This is an optimization exercise on Yosys and OpenROAD, whose aim is small area and a short achievable clock period, not a production implementation. Only simulation tests tie the RTL to the original design; equivalence was not proved. The flow treats the clock pin as an ideal source, which a real chip does not have.

run C:
Design fixed_point_field_packer, start of the top module:
module fixed_point_field_packer #(
    parameter W_REGION = 4
) (
    input  wire                clk,
    input  wire                rst,           
    input  wire                req_valid,
    input  wire [31:0]         cmd,
    input  wire [63:0]         a,
    input  wire [63:0]         b,
    input  wire [63:0]         f_pt,
    input  wire [63:0]         f_eta,
    input  wire [63:0]         f_phi,
    input  wire [63:0]         f_hoe,
    input  wire [63:0]         f_hoeflag,
    input  wire [63:0]         f_iso,
    input  wire [63:0]         f_isoflag,
    input  wire [63:0]         f_fb,
    input  wire [63:0]         f_timing,
    input  wire [63:0]         f_shapeflag,
    input  wire [63:0]         f_brems,
    input  wire [W_REGION-1:0] f_region,
    output reg                 rsp_valid,
    output reg                 o_illegal,
    output wire [63:0]         o_word,
    output wire [W_REGION-1:0] o_region,
    output wire [64:0]         o_ival,
    output reg                 o_sign,
    output wire [63:0]         o_mag,
    output wire                o_ok,
    output wire [31:0]         o_fval,
    output wire [11:0]         d_pt,
    output wire [31:0]         d_ptfloat,
    output wire [15:0]         d_eta,
    output wire [15:0]         d_phi,
    output wire [15:0]         d_etatc,
    output wire [15:0]         d_phitc,
    output wire                d_etasign,
    output wire                d_phisign,
    output wire [6:0]          d_etamag,
    output wire [5:0]          d_phimag,
    output wire [3:0]          d_hoe,
    output wire [1:0]          d_hoeflag,
    output wire [2:0]          d_iso,
    output wire [1:0]          d_isoflag,
    output wire [5:0]          d_fb,
    output wire [4:0]          d_timing,
    output wire [1:0]          d_shapeflag,
    output wire [1:0]          d_brems,
    output wire                d_isostandalone,
    output wire                d_isoloosetrack,
    output wire                d_shapestandalone,
    output wire                d_shapeloosetrack,
    output wire [W_REGION-1:0] d_region,
    output wire [31:0]         e_hwpt,
    output wire [15:0]         e_hweta,
    output wire [15:0]         e_hwphi,
    output wire                e_isembigger,
    output wire [2:0]          e_hoecode,
    output wire [31:0]         e_hwempt
);
For scale: ~110 flip-flops, ~1,400 I/O pins, about 27,000 um2 of cells after synthesis.
==> flow/config.mk <==
export PLATFORM = sky130hd
export DESIGN_NAME = fixed_point_field_packer
export DESIGN_NICKNAME = fixed_point_field_packer
export VERILOG_FILES = /design/flow/design.v
export SDC_FILE = /design/flow/constraint.sdc
export NUM_CORES = 4
export LEC_CHECK = 0
export ABC_AREA = 1
export CAP_MARGIN = 20
export CORE_AREA = 2.3 2.72 431.02 429.76
export DIE_AREA = 0 0 433.33 433.33
export PLACE_DENSITY = 0.35
export SLEW_MARGIN = 20
export TNS_END_PERCENT = 20
==> flow/constraint.sdc <==
create_clock -name core_clock -period 180.0 [get_ports {clk}]
set_input_delay 36.0000 -clock core_clock [delete_from_list [all_inputs] [get_ports {clk}]]
set_output_delay 36.0000 -clock core_clock [all_outputs]
set_load 0.01 [all_outputs]
standard.sh (not shown) runs the stock make flow with config.mk's settings and CLKGATE_MAP_FILE= SYNTH_SCRIPT=/design/flow/synth_recipe.tcl, a recipe that flattens the netlist after the stock synthesis.
==> flow/flow/run.sh <==
#!/bin/bash
# Own layout flow: the standard flow, except
#  - technology mapping by ABC without its blanket up-sizing (flow/abc_area.script),
#  - the smallest buffer cell on the input and output ports,
#  - timing repair aiming at a shorter period than the clock's, so that only
#    the critical paths get larger cells.
# Each tool's output goes to a log of its own in this folder.
set -euo pipefail
here=$(pwd)
margin=130
rm -rf "$here/scripts_own"
cp -r "$FLOW_HOME/scripts" "$here/scripts_own"
cp "$here/flow/abc_area.script" "$here/scripts_own/abc_area.script"
bash standard.sh SCRIPTS_DIR="$here/scripts_own" synth > "$here/synth.log" 2>&1
bash standard.sh "BUFFER_PORTS_ARGS=-buffer_cell sky130_fd_sc_hd__buf_1" \
    "SETUP_SLACK_MARGIN=$margin" "PRE_CTS_TCL=$here/flow/pre_cts.tcl" "POST_CTS_TCL=$here/flow/post_cts.tcl" finish > "$here/layout.log" 2>&1
==> flow/flow/abc_area.script <==
strash
dch
map -B 0.9
topo
stime -c
==> flow/flow/post_cts.tcl <==
set_max_fanout 10000 [current_design]
==> flow/flow/pre_cts.tcl <==
set_max_fanout 8 [current_design]
Relative to run C, the following input files were edited for run B:
--- a/flow/design.v
+++ b/flow/design.v
@@ -26,24 +26,36 @@
             rn[0] = m[0];
             for (i = 1; i < 7; i = i + 1) rn[i] = r[i-1] ^ m[i];
             rn[7] = c ? (r[7] & xb) : (r[6] | (xb & inj[7]));
             ssel = xb ? (c & ~r[7]) : ~c;
             if (ssel)            zn = {z[5:0], 1'b1};
             else if (xb & c)     zn = 7'h7F;
             else                 zn = ~t7;
             r = rn; z = zn;
         end
         r_out = r;
     end
 endmodule
+module fpfp_divtail (
+    input  wire [7:0] r_in,     
+    input  wire [2:0] h,
+    output wire [1:0] q,        
+    output wire       nz        
+);
+    wire t1 = r_in > 8'd32;
+    wire t2 = r_in > 8'd64;
+    wire t3 = (r_in > 8'd96) & (h[2] | h[1]);
+    assign q  = {t2, t3 | (t1 & ~t2)};
+    assign nz = (|r_in) & (|h);
+endmodule
 module fpfp_divconst (
     input  wire [2:0] h,
     output wire [7:0] inj,
     output wire [6:0] t7
 );
     genvar i;
     generate
         for (i = 0; i < 8; i = i + 1) begin : g_inj
             assign inj[i] = (h == 3'd7 - i);
         end
         for (i = 0; i < 7; i = i + 1) begin : g_t7
             assign t7[i] = (h >= 3'd7 - i);
@@ -1169,25 +1181,27 @@
     assign e_isembigger = A[27];
     assign e_hoecode    = A[30:28];
     wire        f_emu = r_op[1];
     wire [23:0] fm_q  = f_emu ? {pt_nz, A[63:53], 12'd0} : {|A[30:23], A[22:0]};
     wire [7:0]  fe_q  = f_emu ? pt_exp : A[30:23];
     wire        fs_q  = ~f_emu & A[31];
     wire [7:0]  inj_q;
     wire [6:0]  t7_q;
     fpfp_divconst u_dc_q (.h(r_h), .inj(inj_q), .t7(t7_q));
     wire [7:0]  r_f;
     wire [25:0] zq;
     wire [25:0] x_q = {fm_q, 2'b00};
-    fpfp_divrows #(.HI(KDIV-1), .LO(0)) u_rows_q (
-        .r_in(r_rem), .x(x_q[KDIV-1:0]), .inj(inj_q), .t7(t7_q),
-        .r_out(r_f), .q(zq[KDIV-1:0])
+    fpfp_divrows #(.HI(KDIV-1), .LO(2)) u_rows_q (
+        .r_in(r_rem), .x(x_q[KDIV-1:2]), .inj(inj_q), .t7(t7_q),
+        .r_out(r_f), .q(zq[KDIV-1:2])
     );
+    wire        f_nz;
+    fpfp_divtail u_tail (.r_in(r_f), .h(r_h), .q(zq[1:0]), .nz(f_nz));
     assign zq[25:KDIV] = r_q;
     wire [31:0] fr_y;
     fpfp_frac_fin u_fin (
         .s(fs_q), .e(fe_q), .M(fm_q), .h(r_h), .sub(r_sub),
-        .Z(zq), .nz(|r_f), .y(fr_y)
+        .Z(zq), .nz(f_nz), .y(fr_y)
     );
     assign o_fval   = fr_y;
     assign e_hwempt = fr_y;
 endmodule
## What came out
- Run C: all stages complete, timing, DRC and antenna checks passed
- Run B did not stop at any stage, and its layout met the timing, design-rule and antenna checks.
- Overall routed net length ends up higher on run B.
- The worst setup slack reported for run B is greater than that of run C by 0.086 ns.
- From run B to run C, flip-flop and latch count did not move at all.
- Run B vs. run C: final-layout worst hold slack moved up; cell area moved down.
- Post-synthesis cell count down 29 in run B wrt run C
- Area after synthesis sits lower in run B than in run C.
- Run B and run C ended up with roughly the same fmax.
- Relative to run C, the routed wire length on met3 measured on run B has increased by more than 10%.
- The final period utilization on run C is in line with that on run B.
- Diff run C -> run B: core utilization went down by 0.21 points.

## port drivers added, routing unchanged
How much do the figures lean on ideal ports? The routed layouts below were timed once more, with nothing changed but the port constraints.
Step 1: set_driving_cell puts a clkbuf_16 on clk and a buf_2 on each other input, an assumption about the parent block.
Step 2 also shifts input and output timing later by t, the mid clock arrival at the registers, as if the neighbouring blocks saw the same clock.
Three values: no drivers, after step 1, after step 2; two values: the first two.
| run | shift t [ns] | setup WS [ns] | worst setup path after step 2 | worst slew at a driven data input, ns |
|---|---|---|---|---|
| run C | 0.542 | 131.167 / 131.094 / 130.850 | input to register | 0.19 |
| run B | 0.528 | 131.253 / 131.216 / 130.687 | input to register | 0.19 |
After both steps every run listed still meets setup and hold. For run B, which loses most, drivers alone change the setup slack by -0.037 ns; drivers and shift together by -0.566 ns.
